Background: an optimization exercise with open tools, aiming at small area, a short achievable clock period and few clock cycles. Do not read the settings as production practice. The RTL was checked by simulation tests, not by an equivalence proof against the original design. Power and IR drop assume default switching activity.

File: flow/flow/run.sh
#!/bin/bash
# Own flow: the standard layout (standard.sh), unchanged synthesis, with
# two changes for the later steps: the port buffers are buf_4 cells instead
# of the smallest buffer, and timing repair aims at a larger setup margin.
set -euo pipefail
bash standard.sh synth > synth.log 2>&1
export SETUP_SLACK_MARGIN=7
export BUFFER_PORTS_ARGS="-buffer_cell sky130_fd_sc_hd__buf_4"
bash standard.sh > layout.log 2>&1
File: flow/standard.sh
#!/bin/bash
# synth_recipe.tcl (not shown) runs the flow's synth.tcl, then flattens the netlist and writes it again
# the make line also repeats each setting of config.mk as NAME=value (left out here)
make -C /OpenROAD-flow-scripts/flow DESIGN_CONFIG=/design/flow/config.mk WORK_HOME=/design/flow/orfs CLKGATE_MAP_FILE= SYNTH_SCRIPT=/design/flow/synth_recipe.tcl "${@:-finish}"
File: flow/constraint.sdc
create_clock -name core_clock -period 10.0 [get_ports {clk}]
set_input_delay 2.0000 -clock core_clock [delete_from_list [all_inputs] [get_ports {clk}]]
set_output_delay 2.0000 -clock core_clock [all_outputs]
set_load 0.01 [all_outputs]
File: flow/design.v
module nasa_fa (
    input  wire       clk,
    input  wire       rst,
    input  wire       in_valid,
    input  wire [7:0] in_data,
    output wire       in_ready,
    output reg        pl_valid,
    output reg  [7:0] pl_data,
    output reg        pl_last,
    output reg        pl_empty
);
    localparam [7:0] STX = 8'h32;
    localparam [7:0] ETX = 8'h34;
    localparam [1:0] S_SRCH = 2'd0, S_L1 = 2'd1, S_L2 = 2'd2, S_BODY = 2'd3;
    localparam [1:0] E_IDLE = 2'd0, E_H1 = 2'd1, E_H2 = 2'd2, E_PAY = 2'd3;
    function [3:0] bcls(input [7:0] b);
        bcls = {(b >= 8'd4) && (b <= 8'd126), b == ETX, b == 8'd0, b == STX};
    endfunction
    function [15:0] crc_step(input [15:0] c_in, input [7:0] b);
        integer i;
        reg [15:0] c;
        begin
            c = c_in ^ {b, 8'h00};
            for (i = 0; i < 8; i = i + 1)
                c = c[15] ? ({c[14:0], 1'b0} ^ 16'h1021) : {c[14:0], 1'b0};
            crc_step = c;
        end
    endfunction
    reg  [1023:0] ring;
    reg  [3:0]    f0;                   
    wire [7:0]    r0   = ring[7:0];
    wire [7:0]    r31  = ring[255:248];
    wire [7:0]    r63  = ring[511:504];
    wire [7:0]    r95  = ring[767:760];
    wire [7:0]    r127 = ring[1023:1016];
    reg           in_ready_q;
    wire          ins = in_valid && in_ready_q;
    always @(posedge clk) begin
        ring <= {ring[1015:0], ins ? in_data : r127};
        f0   <= bcls(ins ? in_data : r127);
    end
    assign in_ready = in_ready_q;
    reg  [6:0]  ph;         
    reg  [6:0]  dt;         
    reg         uany;       
    reg  [6:0]  d;          
    reg         d127;       
    reg  [1:0]  st;
    reg  [6:0]  cs;         
    reg         hi_ok;      
    reg  [6:0]  rem;        
    reg         last_q;     
    reg  [15:0] crc;
    reg         crcz;       
    reg         nv_v;       
    reg         b1_stx, b1_zero, b2_stx;    
    reg  [6:0]  fq0, fq1, fq2, fq3;
    reg  [1:0]  fwp, frp;
    reg  [3:0]  focc;       
    reg  [1:0]  es;
    reg  [1:0]  etap;
    reg  [6:0]  ecnt;
    reg         ezero, eone;    
    wire        fne    = focc[0];
    wire        ffull  = focc[3];
    wire [7:0]  x      = r0;
    wire [3:0]  xf     = f0;
    wire        x_stx  = xf[0];
    wire        x_zero = xf[1];
    wire        x_etx  = xf[2];
    wire        x_len  = xf[3];
    wire        ok_frame = x_etx && crcz;
    wire        body_end = (st == S_BODY) && last_q;
    wire        stall  = ffull && body_end && ok_frame;
    wire        sc_go  = uany && d127 && !stall;
    wire        nv_now   = b2_stx && b1_zero && x_len;
    wire        do_push  = sc_go && body_end && ok_frame;
    wire        jump     = sc_go && body_end && !ok_frame && (nv_v || nv_now);
    wire [6:0]  sp       = ph - 7'd1;
    wire [6:0]  cs_ph    = cs - ph;
    wire [6:0]  dj       = nv_v ? cs_ph : 7'd124;
    reg  [1:0]  st_n;
    reg  [1:0]  cs_sel;     
    always @* begin
        st_n   = st;
        cs_sel = 2'd0;
        if (sc_go) begin
            case (st)
                S_SRCH: if (x_stx) begin cs_sel = 2'd1; st_n = S_L1; end
                S_L1:   st_n = S_L2;
                S_L2: begin
                    if (hi_ok && x_len)  st_n = S_BODY;
                    else if (b1_stx)     begin cs_sel = 2'd2; st_n = S_L2; end
                    else if (x_stx)      begin cs_sel = 2'd1; st_n = S_L1; end
                    else                 st_n = S_SRCH;
                end
                S_BODY: begin
                    if (!last_q)                         st_n = S_BODY;
                    else if (ok_frame || nv_v || nv_now) st_n = S_SRCH;
                    else if (b1_stx)     begin cs_sel = 2'd2; st_n = S_L2; end
                    else if (x_stx)      begin cs_sel = 2'd1; st_n = S_L1; end
                    else                 st_n = S_SRCH;
                end
            endcase
        end
    end
    wire        rebase = ins && !uany;
    wire [6:0]  ph_n   = ph + 7'd1;
    wire        ph_tail = (dt == 7'd0);
    wire        sp_tail = (dt == 7'd1);
    wire        uany_n  = jump || ins || (uany && !(sc_go && sp_tail));
    reg  [7:0]  etb;
    always @* begin
        case (etap)
            2'd0:    etb = r31;
            2'd1:    etb = r63;
            2'd2:    etb = r95;
            default: etb = r127;
        endcase
    end
    reg  [6:0]  front;
    always @* begin
        case (frp)
            2'd0:    front = fq0;
            2'd1:    front = fq1;
            2'd2:    front = fq2;
            default: front = fq3;
        endcase
    end
    wire        e_start = (es == E_IDLE) && fne && (front[4:0] == ph[4:0]);
    wire        e_pop   = (es == E_PAY) && (ezero || eone);
    wire        cand    = (st != S_SRCH);
    wire        empty   = !cand && !uany && !fne;
    wire        jump_mb = (st == S_BODY) && last_q && nv_v;
    wire        nfne_n  = !focc[0] || (!focc[1] && e_pop);
    wire        blk_n   = nfne_n && ((cand && cs_ph == 7'd1) ||
                                     (uany && (d == 7'd1 || jump_mb)));
    wire        in_ready_n = (empty || ins || ph_tail) && !blk_n;
    always @(posedge clk) begin
        if (rst) begin
            ph         <= 7'd0;
            uany       <= 1'b0;
            st         <= S_SRCH;
            focc       <= 4'd0;
            fwp        <= 2'd0;
            frp        <= 2'd0;
            es         <= E_IDLE;
            in_ready_q <= 1'b1;
            pl_valid   <= 1'b0;
            pl_last    <= 1'b0;
            pl_empty   <= 1'b0;
        end else begin
            ph         <= ph_n;
            uany       <= uany_n;
            st         <= st_n;
            in_ready_q <= in_ready_n;
            if (do_push && !e_pop)      focc <= {focc[2:0], 1'b1};
            else if (e_pop && !do_push) focc <= {1'b0, focc[3:1]};
            if (do_push) fwp <= fwp + 2'd1;
            if (e_pop)   frp <= frp + 2'd1;
            pl_valid <= (es == E_PAY);
            pl_last  <= (es == E_PAY) && (ezero || eone);
            pl_empty <= (es == E_PAY) && ezero;
            case (es)
                E_IDLE:  if (e_start) es <= E_H1;
                E_H1:    es <= E_H2;
                E_H2:    es <= E_PAY;
                default: if (ezero || eone) es <= E_IDLE;
            endcase
        end
    end
    always @(posedge clk) begin
        dt <= ins ? 7'd1 : dt + 7'd1;
        if (jump) begin
            d    <= dj;
            d127 <= (dj == 7'd127);
        end else if (sc_go) begin
        end else if (rebase) begin
            d    <= 7'd127;
            d127 <= 1'b1;
        end else begin
            d    <= d - 7'd1;
            d127 <= (d == 7'd0);
        end
        case (cs_sel)
            2'd1: cs <= sp;
            2'd2: cs <= sp - 7'd1;
            default: ;
        endcase
        if (sc_go) begin
            b2_stx  <= b1_stx;
            b1_stx  <= x_stx;
            b1_zero <= x_zero;
            if (st == S_L1 || (cs_sel == 2'd2)) hi_ok <= x_zero;
            if (st == S_L2) begin
                rem    <= x[6:0] - 7'd1;
                last_q <= 1'b0;
                crc    <= 16'd0;
                crcz   <= 1'b1;
                nv_v   <= 1'b0;
            end
            if (st == S_BODY) begin
                if (nv_now) nv_v <= 1'b1;
                crc    <= crc_step(crc, x);
                crcz   <= (crc_step(crc, x) == 16'd0);
                rem    <= rem - 7'd1;
                last_q <= (rem == 7'd2);
            end
        end
        if (do_push) begin
            case (fwp)
                2'd0:    fq0 <= cs;
                2'd1:    fq1 <= cs;
                2'd2:    fq2 <= cs;
                default: fq3 <= cs;
            endcase
        end
        case (es)
            E_IDLE: etap <= ~(front[6:5] - ph[6:5]);
            E_H2: begin
                ecnt  <= etb[6:0] - 7'd4;
                ezero <= (etb == 8'd4);
                eone  <= (etb == 8'd5);
            end
            E_PAY: begin
                ecnt  <= ecnt - 7'd1;
                eone  <= (ecnt == 7'd2);
            end
            default: ;
        endcase
        pl_data <= etb;
    end
endmodule
File: flow/config.mk
export PLATFORM = sky130hd
export DESIGN_NAME = nasa_fa
export DESIGN_NICKNAME = nasa_fa
export VERILOG_FILES = /design/flow/design.v
export SDC_FILE = /design/flow/constraint.sdc
export NUM_CORES = 4
export LEC_CHECK = 0
export ABC_CLOCK_PERIOD_IN_PS = 3000
export CAP_MARGIN = 20
export CORE_MARGIN = 2
export CORE_UTILIZATION = 85
export CTS_BUF_LIST = sky130_fd_sc_hd__clkbuf_8
export CTS_CLUSTER_DIAMETER = 60
export CTS_CLUSTER_SIZE = 18
export SLEW_MARGIN = 20
==> results by group, run 1 <==
Run status
  – Outcome: did not finish
  – Stop stage: detailed placement (3_5_place_dp)
  – Stop err: [ERROR DPL-0033] detailed placement checks failed during check placement.

Synth
  – Leading area contributor after synthesis: dfxtp_1
  – Synth area leaders: dfxtp_1 79%, edfxtp_1 9.3%, xnor2_1 1.6%
  – Mean Syn Cell Area: 16.7 µm²
  – Distinct cells, synth: 60
  – EDFF count, synth: 84
  – Most common cell in the synthesized netlist: dfxtp_1
  – Post-synth net total: 1,664
  – Synth top area share: 78.9%
  – Post-synth top cells: 1,067 x dfxtp_1, 84 x edfxtp_1, 67 x nor2_1
  – FF+latch count, synth: 1,151
  – Cells after synthesis: 1,619
  – Ys Warns: 1
  – Register area share after synthesis: 88.2%
  – FFs w/ async S/R, synth: 0%
  – Synth Flop Type: dfxtp_1
  – Mapped Area: 27,100 µm²

Die
  – Ports: 23
  – Die width: 182 µm
  – Row Count: 65
  – Initial Utilization: 86.0%
  – Die Y: 182 µm

Placed design
  – Post-DP HPWL: 34,200 µm
  – Port bufs: 22
  – GPL Wtd Cong: 0.815
[power groups by stage]
stage | Sequential, mW | Clock (mW) | Combinational (mW)
global placement | 4.91 | 0 | 0.128
floorplan | 4.89 | 0 | 0.111
[metrics by stage]
| stage | hold WS (ns) | total power, mW |
|---|---|---|
| floorplan | 0.310 | 5.00 |
| global placement | 0.310 | 5.04 |
[how the worst min path moves through the flow]
| stage | endpoint | depth (start not counted) | slack, ns | start |
|---|---|---|---|---|
| floorplan | ring[1000] | 0 | 0.31 | ring[992] |
| global placement | ring[977] | 0 | 0.31 | ring[969] |
[kinds of logic after synthesis]
kind of cell | Yosys count | synth area share (%)
AO/OA/AOI/OAI | 76 | 1.86
multiplexers | 26 | 1.34
flip-flops | 1151 | 88.2
buffers and inverters | 53 | 0.790
XOR/XNOR | 74 | 2.42
adder cells (fa/ha/maj) | 34 | 1.60
AND/OR/NAND/NOR | 205 | 3.80
Testbench counts, summed over its fixed seeds: cycles 18,671.
==> run 2, diff against run 1 <==
--- a/flow/config.mk
+++ b/flow/config.mk
@@ -5,10 +5,10 @@
 export SDC_FILE = /design/flow/constraint.sdc
 export NUM_CORES = 4
 export LEC_CHECK = 0
-export ABC_CLOCK_PERIOD_IN_PS = 3000
+export ABC_CLOCK_PERIOD_IN_PS = 6000
 export CAP_MARGIN = 20
 export CORE_MARGIN = 2
-export CORE_UTILIZATION = 85
+export CORE_UTILIZATION = 75
 export CTS_BUF_LIST = sky130_fd_sc_hd__clkbuf_8
 export CTS_CLUSTER_DIAMETER = 60
 export CTS_CLUSTER_SIZE = 18
==> results by group, run 2 <==
Run status
  – Outcome: no timing/DRC/antenna violations (was did not finish)

Layout
  – Nets: 1,746
  – Proportion of layout cells with a drive suffix above 1: 8.49%
  – Layout area overhead: 7.33%
  – N_diodes: 0
  – Max reg flops: 1,024
  – Largest Register: ring
  – Largest registers: ring x1024, crc x16, pl_data x8
  – Most used cells in the layout excluding fill and tap cells: 1,055 x dfxtp_1, 84 x edfxtp_1, 79 x clkbuf_8
  – Post-layout util: 81.7%
  – Leading cell type in the layout, fill and taps excluded: dfxtp_1

Timing
  – Final Hold Fails: 0
  – Period minus WS final: 3.15 ns
  – Slew HR: 32.8%
  – Setup_tns: 0 ns
  – RSZ-0062 raised after global routing: yes
  – Worst Tran Pin Value: 1.01 ns
  – Crit share post-route: 31.5%
  – Setup ws final: 6.85 ns
  – Max Clock Skew: 0.0279 ns
  – Final setup violation count: 0
  – Max Clock Freq: 317 MHz
  – Final Max Tran Viols: 0

Clocking
  – Max Buffers Root-to-Sink: 3
  – Later-pin clock latency in the skew report: 0.66 ns
  – CTS tree: yes
  – Clk root buf: clkbuf_8
  – CTS H-Tree Depth: 3
  – Hold buffers post-CTS: 0
  – CTS Sinks: 1,151
  – CTS buffer count: 74
  – Clock-pin slew on the worst setup and hold paths: 0.11 ns

Critical path
  – Worst EP required: 8.00 ns
  – WS Path Type: reg -> out
  – Startpoint Class: register
  – Crit path cell chain: buf_6
  – Cell family with most CP delay: flip-flops
  – Crit-path max cell delay: 0.37 ns
  – Buf+Inv Stages, Crit Path: 1
  – CP arrival: 1.15 ns
  – Crit path capture type: output pin
  – CP max FO: 2
  – Slowest CP cell: dfxtp_4

Die
  – Die area: 37,600 µm²
  – Row Count: 69 (was 65)
  – Ports: 23 (unchanged)
  – Placeable Area: 35,600 µm²
  – Die width: 194 µm (was 182 µm)
  – Initial Utilization: 76.1% (was 86.0%)
  – Die Y: 194 µm (was 182 µm)

Synth
  – Synth area leaders: dfxtp_1 79%, edfxtp_1 9.3%, xnor2_1 1.6% (unchanged)
  – Leading area contributor after synthesis: dfxtp_1 (unchanged)
  – Most common cell in the synthesized netlist: dfxtp_1 (unchanged)
  – Mapped Area: 27,100 µm² (unchanged)
  – FF+latch count, synth: 1,151 (unchanged)
  – FFs w/ async S/R, synth: 0% (unchanged)
  – Ys Warns: 1 (unchanged)
  – Synth Flop Type: dfxtp_1 (unchanged)
  – Synth top area share: 78.9% (unchanged)
  – Post-synth net total: 1,664 (unchanged)
  – EDFF count, synth: 84 (unchanged)
  – Cells after synthesis: 1,619 (unchanged)
  – Register area share after synthesis: 88.2% (unchanged)
  – Post-synth top cells: 1,067 x dfxtp_1, 84 x edfxtp_1, 67 x nor2_1 (unchanged)
  – Mean Syn Cell Area: 16.7 µm² (unchanged)
  – Distinct cells, synth: 60 (unchanged)

Run
  – MaxCap Viol Count: 0

Global routing
  – Vias in the first global route: 11.3k
  – Antenna violations before repair: 2
  – Largest net degree at the start of global routing: 26
  – Met1 Use GR: 29.3%
  – First-pass GRT wire length: 60,300 µm
  – Global routing usage on met3: 3.44%
  – Total GRT Usage: 20.7%
  – Global route overflow: 0
  – Met2 Use GR: 33.0%
  – GR peak layer: met2

Detailed routing
  – Iter 0 DRT Violations: 541
  – Drt drc: 0
  – Post-Route WL: 37,300 µm
  – Drt wl/cell: 17.1 µm
  – Post-DR vias/cell: 4.97
  – Routed vias: 10.8k
  – ANT nets after route: 0
  – First drt pass iteration count: 6

Power
  – Net Sw Frac: 20.4%
  – Internal: 5.58 mW
  – Flop pwr share: 68.8%
  – Peak VDD IR: 0.214 mV
  – Cell leakage power: 11.5 nW
  – Clock Power Share: 29.2%
  – Switching pwr: 1.43 mW
  – Power density over the cells: 241 nW/µm²
  – Combinational share of power: 2.0%

Placed design
  – GPL Wtd Cong: 0.802 (was 0.815)
  – Port bufs: 22 (unchanged)
  – DP Worst Slack: 6.44 ns
  – Post-DP HPWL: 20,800 µm (was 34,200 µm)

Min path
  – Worst Hold Class: reg -> reg
[run 2: cell counts after synthesis]
Identical to the previous run, type by type.
[run 2: cells by family (layout without fill, tap and decap cells)]
kind of cell,count (synthesis),in the layout,share of synthesized area [%]
buf+inv,53,154,0.790
flops,1151,1151,88.2
fa+ha+maj,34,34,1.60
compound gates,76,76,1.86
simple gates,205,205,3.80
mux,26,26,1.34
xor+xnor,74,74,2.42
[run 2: final timing paths]
kind | startpoint | endpoint | slack (ns) | depth (start not counted)
worst max-delay path | in_ready_q | in_ready | 6.85 | 1
worst min-delay path | ring[665] | ring[673] | 0.32 | 0
worst max register to register | nv_v | cs[6] | 7.06 | 12
worst min register to register | ring[665] | ring[673] | 0.32 | 0
[run 2: layout make-up]
type / count / area [µm²]
Tap cell: 461 / 577
Multi-Input combinational cell: 415 / 3030
Fill cell: 1758 / 6500
Clock buffer: 79 / 1090
Clock inverter: 16 / 121
Sequential cell: 1151 / 23900
Timing Repair Buffer: 23 / 218
Inverter: 36 / 135
[run 2: power groups by stage]
stage	registers [mW]	clock network, mW	logic (mW)
2_1_floorplan	4.89	0	0.111
3_3_place_gp	4.91	0	0.129
3_5_place_dp	4.92	0	0.133
4_1_cts	4.82	2.10	0.138
5_1_grt	4.83	2.24	0.154
6_report	4.82	2.05	0.138
[run 2: what timing repair did]
item,in CTS,in global routing
endpoints found under the hold margin,0,0
setup endpoints to repair,15,16
buffers inserted,1,0
gates resized for setup,25,5
[run 2: metrics by stage]
stage	hold WS [ns]	cell area [µm²]	std cells	total power, mW
floorplan	0.310	27100	1619	5.00
global placement	0.310	27800	2085	5.04
detailed placement	0.312	27800	2085	5.05
CTS	0.316	29000	2181	7.06
global route	0.328	29100	2181	7.23
finish	0.322	29100	2181	7.00
[run 2: routing by layer]
metal,up-vias,share of wire [%]
met5,-,0
met4,0,2.5
met3,78,3.6
met2,186,47
met1,5179,47
li1,5389,-
==> run 3, diff against run 2 <==
--- a/flow/config.mk
+++ b/flow/config.mk
@@ -5,7 +5,7 @@
 export SDC_FILE = /design/flow/constraint.sdc
 export NUM_CORES = 4
 export LEC_CHECK = 0
-export ABC_CLOCK_PERIOD_IN_PS = 6000
+export ABC_CLOCK_PERIOD_IN_PS = 2000
 export CAP_MARGIN = 20
 export CORE_MARGIN = 2
 export CORE_UTILIZATION = 75
==> results by group, run 3 <==
Run status
  – Outcome: no timing/DRC/antenna violations (unchanged)

Die
  – Placeable Area: 35,600 µm² (unchanged)
  – Die width: 194 µm (unchanged)
  – Row Count: 69 (unchanged)
  – Ports: 23 (unchanged)
  – Die Y: 194 µm (unchanged)
  – Initial Utilization: 76.1% (unchanged)
  – Die area: 37,600 µm² (unchanged)

Synth
  – Post-synth net total: 1,664 (unchanged)
  – Mean Syn Cell Area: 16.7 µm² (unchanged)
  – FFs w/ async S/R, synth: 0% (unchanged)
  – Ys Warns: 1 (unchanged)
  – Cells after synthesis: 1,619 (unchanged)
  – Register area share after synthesis: 88.2% (unchanged)
  – Synth top area share: 78.9% (unchanged)
  – Leading area contributor after synthesis: dfxtp_1 (unchanged)
  – Synth Flop Type: dfxtp_1 (unchanged)
  – Distinct cells, synth: 60 (unchanged)
  – EDFF count, synth: 84 (unchanged)
  – Post-synth top cells: 1,067 x dfxtp_1, 84 x edfxtp_1, 67 x nor2_1 (unchanged)
  – Synth area leaders: dfxtp_1 79%, edfxtp_1 9.3%, xnor2_1 1.6% (unchanged)
  – Mapped Area: 27,100 µm² (unchanged)
  – Most common cell in the synthesized netlist: dfxtp_1 (unchanged)
  – FF+latch count, synth: 1,151 (unchanged)

Global routing
  – First-pass GRT wire length: 60,300 µm (unchanged)
  – Largest net degree at the start of global routing: 26 (unchanged)
  – Total GRT Usage: 20.7% (unchanged)
  – Antenna violations before repair: 2 (unchanged)
  – Global route overflow: 0 (unchanged)
  – Vias in the first global route: 11.3k (unchanged)

Layout
  – Non-Filler Instances: 2,181 (unchanged)
  – N_diodes: 0 (unchanged)
  – Layout area overhead: 7.33% (unchanged)
  – Leading cell type in the layout, fill and taps excluded: dfxtp_1 (unchanged)
  – Max reg flops: 1,024 (unchanged)
  – Largest registers: ring x1024, crc x16, pl_data x8 (unchanged)
  – Sequential cell area: 23,900 µm² (unchanged)
  – Proportion of layout cells with a drive suffix above 1: 8.49% (unchanged)
  – Most used cells in the layout excluding fill and tap cells: 1,055 x dfxtp_1, 84 x edfxtp_1, 79 x clkbuf_8 (unchanged)
  – Nets: 1,746 (unchanged)
  – Largest Register: ring (unchanged)
  – Fillers: 1,758 (unchanged)
  – Area of the multi-input gates: 3030 µm² (unchanged)

Placed design
  – Port bufs: 22 (unchanged)
  – Placed Cells incl. Taps: 2,085 (unchanged)
  – DP Worst Slack: 6.44 ns (unchanged)
  – Post-DP HPWL: 20,800 µm (unchanged)
  – GPL Wtd Cong: 0.802 (unchanged)

Power
  – Power density over the cells: 241 nW/µm² (unchanged)
  – Switching pwr: 1.43 mW (unchanged)
  – Cell leakage power: 11.5 nW (unchanged)
  – Peak VDD IR: 0.214 mV (unchanged)
  – Internal: 5.58 mW (unchanged)
  – Combinational share of power: 2.0% (about the same)
  – Flop pwr share: 68.8% (about the same)
  – Final Total Pwr: 7.00 mW (unchanged)
  – Clock Power Share: 29.2% (about the same)
  – Net Sw Frac: 20.4% (unchanged)

Clocking
  – Clk root buf: clkbuf_8 (unchanged)
  – CTS tree: yes (unchanged)
  – Later-pin clock latency in the skew report: 0.66 ns (about the same)
  – Clock-pin slew on the worst setup and hold paths: 0.11 ns (about the same)
  – Max Buffers Root-to-Sink: 3 (unchanged)
  – CTS buffer count: 74 (unchanged)
  – Hold buffers post-CTS: 0 (unchanged)
  – CTS H-Tree Depth: 3 (unchanged)
  – CTS Sinks: 1,151 (unchanged)

Critical path
  – Crit-path max cell delay: 0.37 ns (about the same)
  – Cell family with most CP delay: flip-flops (unchanged)
  – Startpoint Class: register (unchanged)
  – Slowest CP cell: dfxtp_4 (unchanged)
  – WS Path Type: reg -> out (unchanged)
  – Crit path capture type: output pin (unchanged)
  – Crit path cell chain: buf_6 (unchanged)
  – Worst EP required: 8.00 ns (about the same)
  – Buf+Inv Stages, Crit Path: 1 (unchanged)
  – Crit. Startpoint: in_ready_q (unchanged)
  – CP arrival: 1.15 ns (about the same)
  – CP max FO: 2 (unchanged)
  – Reg-to-Reg Start: nv_v (unchanged)

Timing
  – Worst Tran Pin Value: 1.01 ns (unchanged)
  – Period minus WS final: 3.15 ns (unchanged)
  – Final Hold Fails: 0 (unchanged)
  – Setup ws final: 6.85 ns (unchanged)
  – Setup_tns: 0 ns (unchanged)
  – Max Clock Skew: 0.0279 ns (unchanged)
  – Max Clock Freq: 317 MHz (unchanged)
  – Final Max Tran Viols: 0 (unchanged)
  – Crit share post-route: 31.5% (unchanged)
  – Slew HR: 32.8% (unchanged)
  – RSZ-0062 raised after global routing: yes (unchanged)
  – Final setup violation count: 0 (unchanged)

Detailed routing
  – Post-DR vias/cell: 4.97 (unchanged)
  – ANT nets after route: 0 (unchanged)
  – Post-Route WL: 37,300 µm (unchanged)
  – First drt pass iteration count: 6 (unchanged)
  – Drt wl/cell: 17.1 µm (unchanged)
  – Iter 0 DRT Violations: 541 (unchanged)
  – Drt drc: 0 (unchanged)
  – Routed vias: 10.8k (unchanged)

Run
  – MaxCap Viol Count: 0 (unchanged)

Min path
  – Hold Crit Start: ring[665] (unchanged)
  – Worst Hold Class: reg -> reg (unchanged)
run 3: cell counts after synthesis:
Identical to the previous run, type by type.
run 3: final cells by class:
type	instances	area share [%]
clock inverter	16	0.418
sequential	1151	82.2
tap	461	1.98
multi-input combinational	415	10.4
inverter	36	0.465
clock buffer	79	3.74
timing repair buffer	23	0.749
run 3: metrics by stage:
step | utilization, % | instance area (µm²) | hold slack, ns
6_report | 81.7 | 29100 | 0.322
5_1_grt | 81.7 | 29100 | 0.328
4_1_cts | 81.6 | 29000 | 0.316
3_5_place_dp | 78.0 | 27800 | 0.312
3_3_place_gp | 78.0 | 27800 | 0.310
2_1_floorplan | - | 27100 | 0.310
run 3: worst paths after layout:
path | endpoint | slack, ns | cells past startpoint
min reg2reg | ring[673] | 0.32 | 0
max | in_ready | 6.85 | 1
max reg2reg | cs[6] | 7.06 | 12
min | ring[673] | 0.32 | 0
run 3: cells by family after synthesis:
logic type | count (synthesis) | share of synthesized area, %
flops | 1151 | 88.2
simple gates | 205 | 3.80
compound gates | 76 | 1.86
xor+xnor | 74 | 2.42
buf+inv | 53 | 0.790
fa+ha+maj | 34 | 1.60
mux | 26 | 1.34
run 3: power groups by stage:
| stage | sequential (mW) | combinational (mW) | clock (mW) |
|---|---|---|---|
| finish | 4.82 | 0.138 | 2.05 |
| global route | 4.83 | 0.154 | 2.24 |
| CTS | 4.82 | 0.138 | 2.10 |
| detailed placement | 4.92 | 0.133 | 0 |
| global placement | 4.91 | 0.129 | 0 |
| floorplan | 4.89 | 0.111 | 0 |
run 3: what timing repair did:
| item | 4_1_cts | 5_1_grt |
|---|---|---|
| gates resized for setup | 25 | 5 |
| pin swaps | 0 | 0 |
| setup buffers | 1 | 0 |
| setup endpoints to repair | 15 | 16 |
run 3: metal layers:
metal	vias up	wire [µm]	share of wire, %	GRT usage, %
met1	5179	17600	47	29.3
li1	5389	-	-	-
met4	0	939	2.5	7.21
met5	-	0	0	0
met2	186	17400	47	33.0
met3	78	1350	3.6	3.44
==> run 4, diff against run 3 <==
--- a/flow/config.mk
+++ b/flow/config.mk
@@ -5,7 +5,7 @@
 export SDC_FILE = /design/flow/constraint.sdc
 export NUM_CORES = 4
 export LEC_CHECK = 0
-export ABC_CLOCK_PERIOD_IN_PS = 2000
+export ABC_CLOCK_PERIOD_IN_PS = 3000
 export CAP_MARGIN = 20
 export CORE_MARGIN = 2
 export CORE_UTILIZATION = 75
==> results by group, run 4 <==
Synth
  – Synth Area in Compound Gates: 1.86% (unchanged)
  – Mapped Area: 27,100 µm² (unchanged)
  – Synth Flop Type: dfxtp_1 (unchanged)
  – Area share of xor/xnor cells in the synthesized design: 2.42% (unchanged)
  – Most common cell in the synthesized netlist: dfxtp_1 (unchanged)
  – Adder-Cell Fraction of Synth Area: 1.60% (unchanged)
  – Cells after synthesis: 1,619 (unchanged)
  – Simple-Gate Fraction of Synth Area: 3.80% (unchanged)
  – Post-synth top cells: 1,067 x dfxtp_1, 84 x edfxtp_1, 67 x nor2_1 (unchanged)
  – EDFF count, synth: 84 (unchanged)
  – Synth top area share: 78.9% (unchanged)
  – Synth area leaders: dfxtp_1 79%, edfxtp_1 9.3%, xnor2_1 1.6% (unchanged)
  – FF+latch count, synth: 1,151 (unchanged)
  – FFs w/ async S/R, synth: 0% (unchanged)
  – Mean Syn Cell Area: 16.7 µm² (unchanged)
  – Ys Warns: 1 (unchanged)
  – Register area share after synthesis: 88.2% (unchanged)
  – Distinct cells, synth: 60 (unchanged)
  – Post-synth net total: 1,664 (unchanged)
  – Mux contribution to synthesized area: 1.34% (unchanged)
  – Largest family of logic cells by synthesized area: simple AND/OR/NAND/NOR gates (unchanged)
  – Leading area contributor after synthesis: dfxtp_1 (unchanged)

Clocking
  – Max Buffers Root-to-Sink: 3 (unchanged)
  – Clk root buf: clkbuf_8 (unchanged)
  – CTS buffer count: 74 (unchanged)
  – CTS Sinks: 1,151 (unchanged)
  – Later-pin clock latency in the skew report: 0.66 ns (about the same)
  – CTS H-Tree Depth: 3 (unchanged)
  – CTS tree: yes (unchanged)
  – Clock-pin slew on the worst setup and hold paths: 0.11 ns (about the same)

Timing
  – Setup_tns: 0 ns (unchanged)
  – Worst Tran Pin Value: 1.01 ns (unchanged)
  – Final Hold Fails: 0 (unchanged)
  – Setup ws final: 6.85 ns (unchanged)
  – RSZ-0062 raised after global routing: yes (unchanged)
  – Max Clock Skew: 0.0279 ns (unchanged)
  – Crit share post-route: 31.5% (unchanged)
  – Period minus WS final: 3.15 ns (unchanged)
  – Max Clock Freq: 317 MHz (unchanged)
  – Final Max Tran Viols: 0 (unchanged)
  – Final setup violation count: 0 (unchanged)
  – Slew HR: 32.8% (unchanged)

Min path
  – Worst Hold Class: reg -> reg (unchanged)

Die
  – Die Y: 194 µm (unchanged)
  – Die area: 37,600 µm² (unchanged)
  – Initial Utilization: 76.1% (unchanged)
  – Die width: 194 µm (unchanged)
  – Row Count: 69 (unchanged)
  – Ports: 23 (unchanged)
  – Placeable Area: 35,600 µm² (unchanged)

Layout
  – Leading cell type in the layout, fill and taps excluded: dfxtp_1 (unchanged)
  – Largest Register: ring (unchanged)
  – N_diodes: 0 (unchanged)
  – Max reg flops: 1,024 (unchanged)
  – Fillers: 1,758 (unchanged)
  – Proportion of layout cells with a drive suffix above 1: 8.49% (unchanged)
  – Nets: 1,746 (unchanged)
  – Cell area after layout: 29,100 µm² (unchanged)
  – Layout area overhead: 7.33% (unchanged)
  – Largest registers: ring x1024, crc x16, pl_data x8 (unchanged)
  – Most used cells in the layout excluding fill and tap cells: 1,055 x dfxtp_1, 84 x edfxtp_1, 79 x clkbuf_8 (unchanged)

Placed design
  – Port bufs: 22 (unchanged)
  – GPL Wtd Cong: 0.802 (unchanged)
  – Post-DP HPWL: 20,800 µm (unchanged)
  – DP Worst Slack: 6.44 ns (unchanged)
  – DP Area: 27,800 µm² (unchanged)

Global routing
  – Largest net degree at the start of global routing: 26 (unchanged)
  – Antenna violations before repair: 2 (unchanged)
  – Vias in the first global route: 11.3k (unchanged)
  – Global route overflow: 0 (unchanged)
  – First-pass GRT wire length: 60,300 µm (unchanged)
  – Total GRT Usage: 20.7% (unchanged)

Detailed routing
  – First drt pass iteration count: 6 (unchanged)
  – Post-Route WL: 37,300 µm (unchanged)
  – Drt wl/cell: 17.1 µm (unchanged)
  – ANT nets after route: 0 (unchanged)
  – Iter 0 DRT Violations: 541 (unchanged)
  – Post-DR vias/cell: 4.97 (unchanged)
  – Routed vias: 10.8k (unchanged)
  – Drt drc: 0 (unchanged)

Critical path
  – Crit path capture type: output pin (unchanged)
  – WS Path Type: reg -> out (unchanged)
  – CP arrival: 1.15 ns (about the same)
  – CP max FO: 2 (unchanged)
  – Cell family with most CP delay: flip-flops (unchanged)
  – Startpoint Class: register (unchanged)
  – Buf+Inv Stages, Crit Path: 1 (unchanged)
  – Slowest CP cell: dfxtp_4 (unchanged)
  – Worst EP required: 8.00 ns (about the same)
  – Crit-path max cell delay: 0.37 ns (about the same)
  – Crit path cell chain: buf_6 (unchanged)

Power
  – Peak VDD IR: 0.214 mV (unchanged)
  – Power density over the cells: 241 nW/µm² (unchanged)
  – Cell leakage power: 11.5 nW (unchanged)

Run
  – MaxCap Viol Count: 0 (unchanged)

Run status
  – Outcome: no timing/DRC/antenna violations (unchanged)
-- run 4: cell counts after synthesis --
Identical to the previous run, type by type.
-- run 4: cell type report --
class	count	area [µm²]	area share [%]
tap	461	577	1.98
inverter	36	135	0.465
multi-input combinational	415	3030	10.4
clock inverter	16	121	0.418
sequential	1151	23900	82.2
timing repair buffer	23	218	0.749
clock buffer	79	1090	3.74
-- run 4: power by group --
part / internal, mW / switching, mW / total, mW
registers: 4.76 / 0.0602 / 4.82
clock network: 0.753 / 1.29 / 2.05
logic: 0.0646 / 0.0739 / 0.138
-- run 4: worst paths after layout --
kind	start	end	slack [ns]	cells after the start
worst min-delay path	ring[665]	ring[673]	0.32	0
worst max register to register	nv_v	cs[6]	7.06	12
worst min register to register	ring[665]	ring[673]	0.32	0
worst max-delay path	in_ready_q	in_ready	6.85	1
-- run 4: timing repair --
item / CTS / global route
endpoints found under the setup margin: 15 / 16
endpoints found under the hold margin: 0 / 0
gates resized for setup: 25 / 5
buffers inserted: 1 / 0
hold buffers: 0 / 0
-- run 4: cells by family after synthesis --
group / count (synthesis)
compound gates: 76
xor+xnor: 74
fa+ha+maj: 34
buf+inv: 53
flops: 1151
mux: 26
simple gates: 205
-- run 4: per-stage QoR --
step	cells	util (%)	total power, mW	hold slack, ns
2_1_floorplan	1619	-	5.00	0.310
3_3_place_gp	2085	78.0	5.04	0.310
3_5_place_dp	2085	78.0	5.05	0.312
4_1_cts	2181	81.6	7.06	0.316
5_1_grt	2181	81.7	7.23	0.328
6_report	2181	81.7	7.00	0.322
-- run 4: layer usage --
layer  part of all wire, %  wire (µm)  GRT usage [%]  up-vias
li1                      -          -              -     5389
met1                    47      17600           29.3     5179
met2                    47      17400           33.0      186
met3                   3.6       1350           3.44       78
met4                   2.5        939           7.21        0
met5                     0          0              0        -
==> run 5, diff against run 4 <==
--- a/flow/config.mk
+++ b/flow/config.mk
@@ -10,6 +10,6 @@
 export CORE_MARGIN = 2
 export CORE_UTILIZATION = 75
 export CTS_BUF_LIST = sky130_fd_sc_hd__clkbuf_8
-export CTS_CLUSTER_DIAMETER = 60
-export CTS_CLUSTER_SIZE = 18
+export CTS_CLUSTER_DIAMETER = 48
+export CTS_CLUSTER_SIZE = 21
 export SLEW_MARGIN = 20
==> results by group, run 5 <==
Run status
  – Outcome: no timing/DRC/antenna violations (unchanged)

Synth
  – Leading area contributor after synthesis: dfxtp_1 (unchanged)
  – Synth area leaders: dfxtp_1 79%, edfxtp_1 9.3%, xnor2_1 1.6% (unchanged)
  – Ys Warns: 1 (unchanged)
  – Mean Syn Cell Area: 16.7 µm² (unchanged)
  – Most common cell in the synthesized netlist: dfxtp_1 (unchanged)
  – Distinct cells, synth: 60 (unchanged)
  – Synth Flop Type: dfxtp_1 (unchanged)
  – Synth top area share: 78.9% (unchanged)
  – FF+latch count, synth: 1,151 (unchanged)
  – Post-synth net total: 1,664 (unchanged)
  – EDFF count, synth: 84 (unchanged)
  – Register area share after synthesis: 88.2% (unchanged)
  – Mapped Area: 27,100 µm² (unchanged)
  – Post-synth top cells: 1,067 x dfxtp_1, 84 x edfxtp_1, 67 x nor2_1 (unchanged)
  – FFs w/ async S/R, synth: 0% (unchanged)
  – Cells after synthesis: 1,619 (unchanged)

Timing
  – Setup_tns: 0 ns (unchanged)
  – Max Clock Freq: 321 MHz (was 317 MHz)
  – Max Clock Skew: 0.0361 ns (was 0.0279 ns)
  – Final Max Tran Viols: 0 (unchanged)
  – Crit share post-route: 31.2% (was 31.5%)
  – Hold Worst Slack: 0.314 ns (was 0.322 ns)
  – Worst Tran Pin Value: 1.01 ns (about the same)
  – RSZ-0062 raised after global routing: yes (unchanged)
  – Final setup violation count: 0 (unchanged)
  – Period minus WS final: 3.12 ns (was 3.15 ns)
  – Slew HR: 32.4% (was 32.8%)
  – Final Hold Fails: 0 (unchanged)

Critical path
  – Crit path capture type: output pin (unchanged)
  – Worst EP required: 8.00 ns (about the same)
  – Startpoint Class: register (unchanged)
  – WS Path Type: reg -> out (unchanged)
  – Slowest CP cell: dfxtp_4 (unchanged)
  – Crit. Startpoint: in_ready_q (unchanged)
  – Crit path cell chain: buf_6 (unchanged)
  – Buf+Inv Stages, Crit Path: 1 (unchanged)
  – Reg-to-Reg Start: nv_v (unchanged)
  – CP max FO: 2 (unchanged)
  – Cell family with most CP delay: flip-flops (unchanged)
  – CP arrival: 1.12 ns (was 1.15 ns)
  – Crit-path max cell delay: 0.37 ns (about the same)

Placed design
  – Port bufs: 22 (unchanged)
  – DP Area: 27,800 µm² (unchanged)
  – GPL Wtd Cong: 0.802 (unchanged)
  – Post-DP HPWL: 20,800 µm (unchanged)

Die
  – Ports: 23 (unchanged)
  – Row Count: 69 (unchanged)
  – Die Y: 194 µm (unchanged)
  – Die width: 194 µm (unchanged)
  – Initial Utilization: 76.1% (unchanged)
  – Die area: 37,600 µm² (unchanged)
  – Placeable Area: 35,600 µm² (unchanged)

Clocking
  – Later-pin clock latency in the skew report: 0.66 ns (about the same)
  – Clk root buf: clkbuf_8 (unchanged)
  – Hold buffers post-CTS: 0 (unchanged)
  – CTS tree: yes (unchanged)
  – CTS buffer count: 68 (was 74)
  – Clock-pin slew on the worst setup and hold paths: 0.12 ns (was 0.11 ns)
  – CTS Sinks: 1,151 (unchanged)
  – CTS H-Tree Depth: 3 (unchanged)
  – Max Buffers Root-to-Sink: 3 (unchanged)

Detailed routing
  – Routed vias: 10.8k (about the same)
  – Post-Route WL: 36,500 µm (was 37,300 µm)
  – First drt pass iteration count: 6 (unchanged)
  – Iter 0 DRT Violations: 567 (was 541)
  – Drt drc: 0 (unchanged)
  – Post-DR vias/cell: 4.97 (about the same)
  – ANT nets after route: 0 (unchanged)
  – Drt wl/cell: 16.8 µm (was 17.1 µm)

Min path
  – Hold Crit Start: ring[968] (was ring[665])
  – Worst Hold Class: reg -> reg (unchanged)

Layout
  – Layout area overhead: 7.17% (was 7.33%)
  – Nets: 1,740 (was 1,746)
  – N_diodes: 0 (unchanged)
  – Leading cell type in the layout, fill and taps excluded: dfxtp_1 (unchanged)
  – Max reg flops: 1,024 (unchanged)
  – Proportion of layout cells with a drive suffix above 1: 8.56% (was 8.49%)
  – Largest Register: ring (unchanged)
  – Most used cells in the layout excluding fill and tap cells: 1,055 x dfxtp_1, 84 x edfxtp_1, 73 x clkbuf_8 (was 1,055 x dfxtp_1, 84 x edfxtp_1, 79 x clkbuf_8)
  – Largest registers: ring x1024, crc x16, pl_data x8 (unchanged)
  – Cell area after layout: 29,000 µm² (was 29,100 µm²)

Global routing
  – Antenna violations before repair: 1 (was 2)
  – Largest net degree at the start of global routing: 26 (unchanged)
  – Vias in the first global route: 11.0k (was 11.3k)
  – First-pass GRT wire length: 58,600 µm (was 60,300 µm)
  – Global route overflow: 0 (unchanged)
  – Total GRT Usage: 20.0% (was 20.7%)

Power
  – Power density over the cells: 240 nW/µm² (was 241 nW/µm²)
  – Peak VDD IR: 0.223 mV (was 0.214 mV)
  – Cell leakage power: 11.4 nW (was 11.5 nW)

Run
  – MaxCap Viol Count: 0 (unchanged)
-- run 5: cell count changes in the layout (fill, tap and decap cells not counted), sizes merged --
cell,before,now
clkbuf,79,73
inv,47,49
bufinv,1,0
clkinv,4,6
-- run 5: routing by layer --
layer / track usage, % / wire length (µm) / vias to the layer above
met2: 31.4 / 16800 / 175
met1: 28.9 / 17700 / 5201
met5: 0 / 0 / -
met3: 3.97 / 1280 / 70
li1: - / - / 5378
met4: 5.39 / 740 / 0
-- run 5: logic make-up after synthesis --
family                     share of synthesized area [%]
and+or+nand+nor                                     3.80
adders and majority gates                           1.60
DFF                                                 88.2
buffers and inverters                              0.790
AOI/OAI and AO/OA                                   1.86
muxes                                               1.34
xor gates and xnor gates                            2.42
-- run 5: final cells by class --
class | instances | area, µm²
repair buffers | 23 | 218
fillers | 1768 | 6550
inverters | 36 | 135
clock buffers | 73 | 1000
multi-input cells | 415 | 3030
flip-flops and latches | 1151 | 23900
clock inverters | 19 | 159
well taps | 461 | 577
-- run 5: final timing paths --
kind,depth (start not counted),slack (ns),endpoint
max,1,6.88,in_ready
min,0,0.31,ring[976]
max reg2reg,12,7.16,cs[6]
min reg2reg,0,0.31,ring[976]
-- run 5: power breakdown --
part	total, mW	internal [mW]	switching [mW]
combinational	0.138	0.0647	0.0733
sequential	4.82	4.76	0.0593
clock	2.00	0.695	1.31
total	6.96	5.52	1.44
-- run 5: metrics by stage --
step,power (mW),std cells,util (%),setup WS [ns]
floorplan,5.00,1619,-,6.71
global placement,5.04,2085,78.0,6.48
detailed placement,5.05,2085,78.0,6.44
CTS,7.01,2178,81.5,6.83
global route,7.19,2178,81.6,6.82
finish,6.96,2178,81.6,6.88
-- run 5: timing repair --
action | in CTS | in global routing
endpoints found under the setup margin | 15 | 15
setup buffers | 1 | 0
gates cloned | 0 | 0
gates resized for setup | 24 | 6
==> run 6, diff against run 5 <==
--- a/flow/config.mk
+++ b/flow/config.mk
@@ -10,6 +10,7 @@
 export CORE_MARGIN = 2
 export CORE_UTILIZATION = 75
 export CTS_BUF_LIST = sky130_fd_sc_hd__clkbuf_8
-export CTS_CLUSTER_DIAMETER = 48
-export CTS_CLUSTER_SIZE = 21
+export CTS_CLUSTER_DIAMETER = 55
+export CTS_CLUSTER_SIZE = 20
+export GPL_TIMING_DRIVEN = 1
 export SLEW_MARGIN = 20
==> results by group, run 6 <==
Synth
  – Cells after synthesis: 1,619 (unchanged)
  – Mapped Area: 27,100 µm² (unchanged)
  – Register area share after synthesis: 88.2% (unchanged)
  – Post-synth net total: 1,664 (unchanged)
  – Most common cell in the synthesized netlist: dfxtp_1 (unchanged)
  – Mean Syn Cell Area: 16.7 µm² (unchanged)
  – FF+latch count, synth: 1,151 (unchanged)
  – FFs w/ async S/R, synth: 0% (unchanged)
  – Leading area contributor after synthesis: dfxtp_1 (unchanged)
  – EDFF count, synth: 84 (unchanged)
  – Synth top area share: 78.9% (unchanged)
  – Distinct cells, synth: 60 (unchanged)
  – Ys Warns: 1 (unchanged)
  – Post-synth top cells: 1,067 x dfxtp_1, 84 x edfxtp_1, 67 x nor2_1 (unchanged)
  – Synth Flop Type: dfxtp_1 (unchanged)
  – Synth area leaders: dfxtp_1 79%, edfxtp_1 9.3%, xnor2_1 1.6% (unchanged)

Timing
  – Slew HR: 34.3% (was 32.4%)
  – Max Clock Freq: 321 MHz (about the same)
  – Max Clock Skew: 0.0321 ns (was 0.0361 ns)
  – Setup_tns: 0 ns (unchanged)
  – Final Hold Fails: 0 (unchanged)
  – Final setup violation count: 0 (unchanged)
  – Period minus WS final: 3.12 ns (about the same)
  – Final Max Tran Viols: 0 (unchanged)
  – Worst Tran Pin Value: 0.983 ns (was 1.01 ns)
  – RSZ-0062 raised after global routing: yes (unchanged)
  – Crit share post-route: 31.2% (about the same)

Critical path
  – Slowest CP cell: dfxtp_4 (unchanged)
  – Buf+Inv Stages, Crit Path: 1 (unchanged)
  – CP max FO: 2 (unchanged)
  – Worst EP required: 8.00 ns (about the same)
  – Cell family with most CP delay: flip-flops (unchanged)
  – CP arrival: 1.12 ns (about the same)
  – Crit-path max cell delay: 0.37 ns (about the same)
  – Crit path cell chain: buf_6 (unchanged)
  – Crit path capture type: output pin (unchanged)
  – Startpoint Class: register (unchanged)
  – WS Path Type: reg -> out (unchanged)

Min path
  – Worst Hold Class: reg -> reg (unchanged)

Power
  – Peak VDD IR: 0.209 mV (was 0.223 mV)
  – Final Total Pwr: 6.95 mW (was 6.96 mW)
  – Power density over the cells: 240 nW/µm² (about the same)
  – Cell leakage power: 11.4 nW (about the same)

Placed design
  – GPL Wtd Cong: 0.802 (unchanged)
  – Post-DP HPWL: 20,800 µm (unchanged)
  – Port bufs: 22 (unchanged)

Global routing
  – Total GRT Usage: 19.9% (was 20.0%)
  – Vias in the first global route: 11.1k (was 11.0k)
  – Largest net degree at the start of global routing: 26 (unchanged)
  – Antenna violations before repair: 1 (unchanged)
  – First-pass GRT wire length: 58,500 µm (was 58,600 µm)
  – Global route overflow: 0 (unchanged)

Run status
  – Outcome: no timing/DRC/antenna violations (unchanged)

Detailed routing
  – First drt pass iteration count: 7 (was 6)
  – Drt wl/cell: 16.6 µm (was 16.8 µm)
  – Routed vias: 10.8k (about the same)
  – Post-Route WL: 36,100 µm (was 36,500 µm)
  – Drt drc: 0 (unchanged)
  – Iter 0 DRT Violations: 538 (was 567)
  – ANT nets after route: 0 (unchanged)
  – Post-DR vias/cell: 4.97 (about the same)

Layout
  – Fillers: 1,769 (was 1,768)
  – Nets: 1,741 (was 1,740)
  – Largest registers: ring x1024, crc x16, pl_data x8 (unchanged)
  – Sequential cell area: 23,900 µm² (unchanged)
  – Leading cell type in the layout, fill and taps excluded: dfxtp_1 (unchanged)
  – Layout area overhead: 7.12% (was 7.17%)
  – N_diodes: 0 (unchanged)
  – Max reg flops: 1,024 (unchanged)
  – Largest Register: ring (unchanged)
  – Proportion of layout cells with a drive suffix above 1: 8.34% (was 8.56%)
  – Area of the multi-input gates: 3030 µm² (unchanged)
  – Most used cells in the layout excluding fill and tap cells: 1,055 x dfxtp_1, 84 x edfxtp_1, 71 x clkbuf_8 (was 1,055 x dfxtp_1, 84 x edfxtp_1, 73 x clkbuf_8)

Clocking
  – Clk root buf: clkbuf_8 (unchanged)
  – Later-pin clock latency in the skew report: 0.64 ns (was 0.66 ns)
  – CTS tree: yes (unchanged)
  – CTS H-Tree Depth: 3 (unchanged)
  – Max Buffers Root-to-Sink: 3 (unchanged)
  – Clock-pin slew on the worst setup and hold paths: 0.11 ns (was 0.12 ns)
  – CTS Sinks: 1,151 (unchanged)
  – CTS buffer count: 69 (was 68)

Die
  – Ports: 23 (unchanged)
  – Placeable Area: 35,600 µm² (unchanged)
  – Row Count: 69 (unchanged)
  – Die width: 194 µm (unchanged)
  – Die Y: 194 µm (unchanged)
  – Initial Utilization: 76.1% (unchanged)
  – Die area: 37,600 µm² (unchanged)

Run
  – MaxCap Viol Count: 0 (unchanged)
## run 6: cell counts after synthesis
No cell type changed its count.
## run 6: cell type report
class,instances,share of cell area (%)
clock inverter,19,0.604
tap,461,1.99
inverter,36,0.466
multi-input combinational,415,10.4
timing repair buffer,23,0.750
clock buffer,71,3.37
sequential,1151,82.4
## run 6: stage by stage
step | hold slack (ns) | cells | setup WS [ns] | instance area [µm²] | util [%]
2_1_floorplan | 0.310 | 1619 | 6.71 | 27100 | -
3_3_place_gp | 0.310 | 2085 | 6.48 | 27800 | 78.0
3_5_place_dp | 0.312 | 2085 | 6.44 | 27800 | 78.0
4_1_cts | 0.318 | 2176 | 6.83 | 29000 | 81.5
5_1_grt | 0.324 | 2176 | 6.82 | 29000 | 81.6
6_report | 0.322 | 2176 | 6.88 | 29000 | 81.6
## run 6: where the power goes
part           total (mW)  internal [mW]  switching [mW]
clock                2.00          0.720            1.28
sequential           4.82           4.76          0.0583
combinational       0.137         0.0646          0.0728
## run 6: per-layer routing
| metal | track usage [%] | part of all wire (%) | vias to the layer above | routed length (µm) |
|---|---|---|---|---|
| met5 | 0 | 0.036 | - | 13 |
| met4 | 6.14 | 2.3 | 2 | 825 |
| met2 | 31.3 | 46 | 185 | 16600 |
| li1 | - | - | 5371 | - |
| met3 | 4.00 | 3.6 | 75 | 1290 |
| met1 | 28.4 | 48 | 5172 | 17400 |
## run 6: timing repair
action | 4_1_cts | 5_1_grt
cloned | 0 | 0
endpoints found under the setup margin | 15 | 16
buffers inserted | 1 | 0
hold buffers | 0 | 0
resized for setup | 25 | 5
## run 6: cell families after synthesis
logic type / after synthesis / share of synthesized area (%)
adders and majority gates: 34 / 1.60
AOI/OAI and AO/OA: 76 / 1.86
xor gates and xnor gates: 74 / 2.42
muxes: 26 / 1.34
and+or+nand+nor: 205 / 3.80
buffers and inverters: 53 / 0.790
DFF: 1151 / 88.2
## run 6: final timing paths
kind	startpoint	end	slack, ns	cells past startpoint
min reg2reg	ring[533]	ring[541]	0.32	0
max	in_ready_q	in_ready	6.88	1
max reg2reg	nv_v	cs[6]	7.03	12
min	ring[533]	ring[541]	0.32	0
==> run 7, diff against run 6 <==
--- a/flow/config.mk
+++ b/flow/config.mk
@@ -12,5 +12,4 @@
 export CTS_BUF_LIST = sky130_fd_sc_hd__clkbuf_8
 export CTS_CLUSTER_DIAMETER = 55
 export CTS_CLUSTER_SIZE = 20
-export GPL_TIMING_DRIVEN = 1
 export SLEW_MARGIN = 20
==> results by group, run 7 <==
Timing
  – Hold Worst Slack: 0.322 ns (unchanged)
  – Setup_tns: 0 ns (unchanged)
  – Final Hold Fails: 0 (unchanged)
  – Period minus WS final: 3.12 ns (unchanged)
  – Max Clock Skew: 0.0321 ns (unchanged)
  – RSZ-0062 raised after global routing: yes (unchanged)
  – Crit share post-route: 31.2% (unchanged)
  – Final setup violation count: 0 (unchanged)
  – Worst Tran Pin Value: 0.983 ns (unchanged)
  – Slew HR: 34.3% (unchanged)
  – Max Clock Freq: 321 MHz (unchanged)
  – Final Max Tran Viols: 0 (unchanged)

Clocking
  – Clock-pin slew on the worst setup and hold paths: 0.11 ns (about the same)
  – CTS tree: yes (unchanged)
  – CTS Sinks: 1,151 (unchanged)
  – Clk root buf: clkbuf_8 (unchanged)
  – CTS buffer count: 69 (unchanged)
  – Later-pin clock latency in the skew report: 0.64 ns (about the same)
  – CTS H-Tree Depth: 3 (unchanged)
  – Max Buffers Root-to-Sink: 3 (unchanged)

Synth
  – Synth Flop Type: dfxtp_1 (unchanged)
  – EDFF count, synth: 84 (unchanged)
  – Register area share after synthesis: 88.2% (unchanged)
  – Most common cell in the synthesized netlist: dfxtp_1 (unchanged)
  – Mapped Area: 27,100 µm² (unchanged)
  – Synth top area share: 78.9% (unchanged)
  – Ys Warns: 1 (unchanged)
  – Distinct cells, synth: 60 (unchanged)
  – Post-synth net total: 1,664 (unchanged)
  – Post-synth top cells: 1,067 x dfxtp_1, 84 x edfxtp_1, 67 x nor2_1 (unchanged)
  – Cells after synthesis: 1,619 (unchanged)
  – Synth area leaders: dfxtp_1 79%, edfxtp_1 9.3%, xnor2_1 1.6% (unchanged)
  – Leading area contributor after synthesis: dfxtp_1 (unchanged)
  – Mean Syn Cell Area: 16.7 µm² (unchanged)
  – FFs w/ async S/R, synth: 0% (unchanged)
  – FF+latch count, synth: 1,151 (unchanged)

Critical path
  – Crit path capture type: output pin (unchanged)
  – Buf+Inv Stages, Crit Path: 1 (unchanged)
  – Reg-to-Reg Start: nv_v (unchanged)
  – WS Path Type: reg -> out (unchanged)
  – Worst EP required: 8.00 ns (about the same)
  – FF-to-FF setup slack: 7.03 ns (about the same)
  – CP arrival: 1.12 ns (about the same)
  – Startpoint Class: register (unchanged)
  – Slowest CP cell: dfxtp_4 (unchanged)
  – Crit-path max cell delay: 0.37 ns (about the same)
  – Cell family with most CP delay: flip-flops (unchanged)
  – CP max FO: 2 (unchanged)
  – Crit path cell chain: buf_6 (unchanged)
  – Crit. Startpoint: in_ready_q (unchanged)

Min path
  – Worst Hold Class: reg -> reg (unchanged)
  – Hold Crit Start: ring[533] (unchanged)

Detailed routing
  – First drt pass iteration count: 7 (unchanged)
  – Routed vias: 10.8k (unchanged)
  – ANT nets after route: 0 (unchanged)
  – Post-Route WL: 36,100 µm (unchanged)
  – Drt wl/cell: 16.6 µm (unchanged)
  – Iter 0 DRT Violations: 538 (unchanged)
  – Post-DR vias/cell: 4.97 (unchanged)
  – Drt drc: 0 (unchanged)

Die
  – Initial Utilization: 76.1% (unchanged)
  – Row Count: 69 (unchanged)
  – Placeable Area: 35,600 µm² (unchanged)
  – Die width: 194 µm (unchanged)
  – Die Y: 194 µm (unchanged)
  – Die area: 37,600 µm² (unchanged)
  – Ports: 23 (unchanged)

Layout
  – Leading cell type in the layout, fill and taps excluded: dfxtp_1 (unchanged)
  – Layout area overhead: 7.12% (unchanged)
  – Nets: 1,741 (unchanged)
  – Largest registers: ring x1024, crc x16, pl_data x8 (unchanged)
  – Proportion of layout cells with a drive suffix above 1: 8.34% (unchanged)
  – Max reg flops: 1,024 (unchanged)
  – N_diodes: 0 (unchanged)
  – Most used cells in the layout excluding fill and tap cells: 1,055 x dfxtp_1, 84 x edfxtp_1, 71 x clkbuf_8 (unchanged)
  – Largest Register: ring (unchanged)

Global routing
  – First-pass GRT wire length: 58,500 µm (unchanged)
  – Vias in the first global route: 11.1k (unchanged)
  – Antenna violations before repair: 1 (unchanged)
  – Global route overflow: 0 (unchanged)
  – Total GRT Usage: 19.9% (unchanged)
  – Largest net degree at the start of global routing: 26 (unchanged)

Power
  – Cell leakage power: 11.4 nW (unchanged)
  – Peak VDD IR: 0.209 mV (unchanged)
  – Power density over the cells: 240 nW/µm² (unchanged)

Run status
  – Outcome: no timing/DRC/antenna violations (unchanged)

Placed design
  – Port bufs: 22 (unchanged)
  – GPL Wtd Cong: 0.802 (unchanged)
  – Post-DP HPWL: 20,800 µm (unchanged)

Run
  – MaxCap Viol Count: 0 (unchanged)
[run 7: cell counts in the layout (fill, tap and decap cells not counted)]
Identical to the previous run, type by type.
[run 7: area by class of cell]
class,count,area (µm²)
clock buffers,71,977
clock inverters,19,175
fillers,1769,6560
inverters,36,135
multi-input cells,415,3030
flip-flops and latches,1151,23900
well taps,461,577
repair buffers,23,218
[run 7: what timing repair did]
action | CTS | global route
buffers inserted | 1 | 0
endpoints found under the setup margin | 15 | 16
hold buffers | 0 | 0
gates resized for setup | 25 | 5
[run 7: kinds of logic after synthesis]
logic type | synth area share, %
flip-flops | 88.2
AND/OR/NAND/NOR | 3.80
AO/OA/AOI/OAI | 1.86
XOR/XNOR | 2.42
buffers and inverters | 0.790
adder cells (fa/ha/maj) | 1.60
multiplexers | 1.34
[run 7: path summary, 6_finish.rpt]
kind / to / cells past startpoint
max: in_ready / 1
min: ring[541] / 0
max reg2reg: cs[6] / 12
min reg2reg: ring[541] / 0
[run 7: where the power goes]
part	switching, mW	leakage (nW)	internal [mW]
clock	1.28	0.620	0.720
combinational	0.0728	1.35	0.0646
sequential	0.0583	9.46	4.76
total	1.41	11.4	5.54
[run 7: per-layer routing]
metal | vias to the layer above | wire, µm | global-route usage [%]
met3 | 75 | 1290 | 4.00
met2 | 185 | 16600 | 31.3
li1 | 5371 | - | -
met4 | 2 | 825 | 6.14
met5 | - | 13 | 0
met1 | 5172 | 17400 | 28.4
[run 7: stage by stage]
| stage | instance area, µm² | cells | util (%) | power (mW) | setup slack, ns |
|---|---|---|---|---|---|
| finish | 29000 | 2176 | 81.6 | 6.95 | 6.88 |
| global route | 29000 | 2176 | 81.6 | 7.18 | 6.82 |
| CTS | 29000 | 2176 | 81.5 | 7.01 | 6.83 |
| detailed placement | 27800 | 2085 | 78.0 | 5.05 | 6.44 |
| global placement | 27800 | 2085 | 78.0 | 5.04 | 6.48 |
| floorplan | 27100 | 1619 | - | 5.00 | 6.71 |
==> run 8, diff against run 7 <==
--- a/flow/config.mk
+++ b/flow/config.mk
@@ -6,10 +6,10 @@
 export NUM_CORES = 4
 export LEC_CHECK = 0
 export ABC_CLOCK_PERIOD_IN_PS = 3000
-export CAP_MARGIN = 20
+export CAP_MARGIN = 0
 export CORE_MARGIN = 2
 export CORE_UTILIZATION = 75
 export CTS_BUF_LIST = sky130_fd_sc_hd__clkbuf_8
 export CTS_CLUSTER_DIAMETER = 55
 export CTS_CLUSTER_SIZE = 20
-export SLEW_MARGIN = 20
+export SLEW_MARGIN = 0
==> results by group, run 8 <==
Run status
  – Outcome: no timing/DRC/antenna violations (unchanged)

Detailed routing
  – First drt pass iteration count: 7 (unchanged)
  – ANT nets after route: 0 (unchanged)
  – Drt drc: 0 (unchanged)
  – Post-DR vias/cell: 4.96 (was 4.97)
  – Drt wl/cell: 16.6 µm (about the same)
  – Routed vias: 10.8k (about the same)
  – Post-Route WL: 36,100 µm (about the same)
  – Iter 0 DRT Violations: 538 (unchanged)

Critical path
  – Worst EP required: 8.00 ns (about the same)
  – Crit-path max cell delay: 0.37 ns (about the same)
  – Crit path cell chain: buf_6 (unchanged)
  – Startpoint Class: register (unchanged)
  – Crit path capture type: output pin (unchanged)
  – CP max FO: 2 (unchanged)
  – CP arrival: 1.12 ns (about the same)
  – Cell family with most CP delay: flip-flops (unchanged)
  – Slowest CP cell: dfxtp_4 (unchanged)
  – Buf+Inv Stages, Crit Path: 1 (unchanged)
  – WS Path Type: reg -> out (unchanged)

Layout
  – Most used cells in the layout excluding fill and tap cells: 1,055 x dfxtp_1, 84 x edfxtp_1, 71 x clkbuf_8 (unchanged)
  – Fillers: 1,770 (was 1,769)
  – N_diodes: 0 (unchanged)
  – Nets: 1,741 (unchanged)
  – Area of the multi-input gates: 3030 µm² (about the same)
  – Non-Filler Instances: 2,176 (unchanged)
  – Leading cell type in the layout, fill and taps excluded: dfxtp_1 (unchanged)
  – Largest registers: ring x1024, crc x16, pl_data x8 (unchanged)
  – Sequential cell area: 23,900 µm² (unchanged)
  – Post-layout util: 81.6% (about the same)
  – Largest Register: ring (unchanged)
  – Proportion of layout cells with a drive suffix above 1: 8.28% (was 8.34%)
  – Layout area overhead: 7.12% (about the same)
  – Max reg flops: 1,024 (unchanged)

Placed design
  – Port bufs: 22 (unchanged)
  – Placed Cells incl. Taps: 2,085 (unchanged)
  – Post-DP HPWL: 20,800 µm (unchanged)
  – GPL Wtd Cong: 0.802 (unchanged)

Synth
  – Ys Warns: 1 (unchanged)
  – Synth area leaders: dfxtp_1 79%, edfxtp_1 9.3%, xnor2_1 1.6% (unchanged)
  – Mapped Area: 27,100 µm² (unchanged)
  – Register area share after synthesis: 88.2% (unchanged)
  – Leading area contributor after synthesis: dfxtp_1 (unchanged)
  – EDFF count, synth: 84 (unchanged)
  – Synth Flop Type: dfxtp_1 (unchanged)
  – Post-synth net total: 1,664 (unchanged)
  – Most common cell in the synthesized netlist: dfxtp_1 (unchanged)
  – Synth top area share: 78.9% (unchanged)
  – Mean Syn Cell Area: 16.7 µm² (unchanged)
  – Post-synth top cells: 1,067 x dfxtp_1, 84 x edfxtp_1, 67 x nor2_1 (unchanged)
  – Cells after synthesis: 1,619 (unchanged)
  – Distinct cells, synth: 60 (unchanged)
  – FF+latch count, synth: 1,151 (unchanged)
  – FFs w/ async S/R, synth: 0% (unchanged)

Power
  – Switching pwr: 1.41 mW (about the same)
  – Combinational share of power: 2.0% (about the same)
  – Flop pwr share: 69.3% (about the same)
  – Power density over the cells: 240 nW/µm² (about the same)
  – Net Sw Frac: 20.3% (about the same)
  – Internal: 5.54 mW (unchanged)
  – Clock Power Share: 28.7% (about the same)
  – Final Total Pwr: 6.95 mW (about the same)
  – Cell leakage power: 11.4 nW (about the same)
  – Peak VDD IR: 0.209 mV (unchanged)

Timing
  – Final setup violation count: 0 (unchanged)
  – Crit share post-route: 31.2% (about the same)
  – Max Clock Skew: 0.0321 ns (about the same)
  – Slew HR: 25.8% (was 34.3%)
  – Worst Tran Pin Value: 1.11 ns (was 0.983 ns)
  – Max Clock Freq: 321 MHz (about the same)
  – Setup_tns: 0 ns (unchanged)
  – RSZ-0062 raised after global routing: yes (unchanged)
  – Final Max Tran Viols: 0 (unchanged)
  – Period minus WS final: 3.12 ns (about the same)
  – Final Hold Fails: 0 (unchanged)

Global routing
  – Total GRT Usage: 19.9% (unchanged)
  – Vias in the first global route: 11.1k (unchanged)
  – Largest net degree at the start of global routing: 26 (unchanged)
  – Global route overflow: 0 (unchanged)
  – Antenna violations before repair: 1 (unchanged)
  – First-pass GRT wire length: 58,500 µm (unchanged)

Die
  – Initial Utilization: 76.1% (unchanged)
  – Placeable Area: 35,600 µm² (unchanged)
  – Ports: 23 (unchanged)
  – Row Count: 69 (unchanged)
  – Die Y: 194 µm (unchanged)
  – Die area: 37,600 µm² (unchanged)
  – Die width: 194 µm (unchanged)

Clocking
  – CTS tree: yes (unchanged)
  – CTS Sinks: 1,151 (unchanged)
  – Clk root buf: clkbuf_8 (unchanged)
  – Clock-pin slew on the worst setup and hold paths: 0.11 ns (about the same)
  – Max Buffers Root-to-Sink: 3 (unchanged)
  – CTS buffer count: 69 (unchanged)
  – CTS H-Tree Depth: 3 (unchanged)
  – Later-pin clock latency in the skew report: 0.64 ns (about the same)

Run
  – MaxCap Viol Count: 0 (unchanged)

Min path
  – Worst Hold Class: reg -> reg (unchanged)
-- run 8: cell types whose count changed in the layout (fill, tap and decap cells not counted) --
cell	change
and2_1	+1
and2_2	-1
-- run 8: per-stage QoR --
step	setup WS [ns]	cell area (µm²)	hold WS, ns
3_5_place_dp	6.44	27800	0.312
4_1_cts	6.83	29000	0.318
5_1_grt	6.82	29000	0.324
3_3_place_gp	6.48	27800	0.310
2_1_floorplan	6.71	27100	0.310
6_report	6.88	29000	0.322
-- run 8: final timing paths --
kind | end | slack (ns) | startpoint | cells after the start
worst max-delay path | in_ready | 6.88 | in_ready_q | 1
worst min register to register | ring[541] | 0.32 | ring[533] | 0
worst max register to register | cs[6] | 7.06 | nv_v | 12
worst min-delay path | ring[541] | 0.32 | ring[533] | 0
-- run 8: kinds of logic after synthesis --
logic type | Yosys count | share of synthesized area, %
buf+inv | 53 | 0.790
flops | 1151 | 88.2
mux | 26 | 1.34
fa+ha+maj | 34 | 1.60
xor+xnor | 74 | 2.42
compound gates | 76 | 1.86
simple gates | 205 | 3.80
-- run 8: layout make-up --
class	count	share of cell area, %
clock buffers	71	3.37
clock inverters	19	0.604
inverters	36	0.466
multi-input cells	415	10.4
flip-flops and latches	1151	82.4
well taps	461	1.99
repair buffers	23	0.751
-- run 8: layer usage --
layer	share of wire, %	GRT usage [%]
met4	2.3	6.14
met1	48	28.4
met2	46	31.3
met5	0.036	0
met3	3.5	4.00
-- run 8: repair_timing --
action / CTS / global route
setup buffers: 1 / 0
endpoints found under the hold margin: 0 / 0
hold buffers: 0 / 0
endpoints found under the setup margin: 15 / 16
pin swaps: 0 / 0
gates resized for setup: 25 / 5
-- run 8: power groups by stage --
stage / sequential, mW / combinational [mW] / clock, mW
CTS: 4.82 / 0.137 / 2.05
floorplan: 4.89 / 0.111 / 0
finish: 4.82 / 0.137 / 2.00
detailed placement: 4.92 / 0.133 / 0
global route: 4.83 / 0.153 / 2.20
global placement: 4.91 / 0.129 / 0
-- run 8: worst register-to-register path: stages (launching register included) --
cell and delay (ns):
edfxtp_1 0.55, a31oi_4 0.30, nand2_1 0.14, nor2_1 0.11
a21oi_1 0.06, nor4bb_1 0.36, ha_2 0.33, nand2_1 0.11
nor3_1 0.14, nand3_1 0.13, o21a_1 0.16, nor3_1 0.21
xor2_1 0.10

[afterwards: timing with drivers on the ports]
In the flow no input, the clock included, has a driving cell. The finished layouts below were timed again as built, in two steps.
Step 1, drivers: a clkbuf_16 drives clk and a buf_2 each remaining input, both assumed.
Step 2, shift: input delay + t, output delay - t, t = (earliest + latest rising clock arrival at the registers) / 2. This alone moves slack from input paths to output paths.
Three values: ideal, step 1, step 2; two values: the first two.
run	t (ns)	slack for setup (ns)	worst slew at a driven data input, ns
run 2	0.705	6.846 / 6.791 / 6.430	0.03
run 3	0.705	6.846 / 6.791 / 6.430	0.03
run 4	0.705	6.846 / 6.791 / 6.430	0.03
run 5	0.693	6.882 / 6.832 / 6.418	0.03
run 6	0.675	6.881 / 6.833 / 6.446	0.03
run 7	0.675	6.881 / 6.833 / 6.446	0.03
run 8	0.675	6.881 / 6.833 / 6.446	0.03
After both steps setup and hold are still met in every run listed. The setup slack of run 5, which loses most, moves by -0.050 ns with the drivers and by -0.464 ns with both steps.
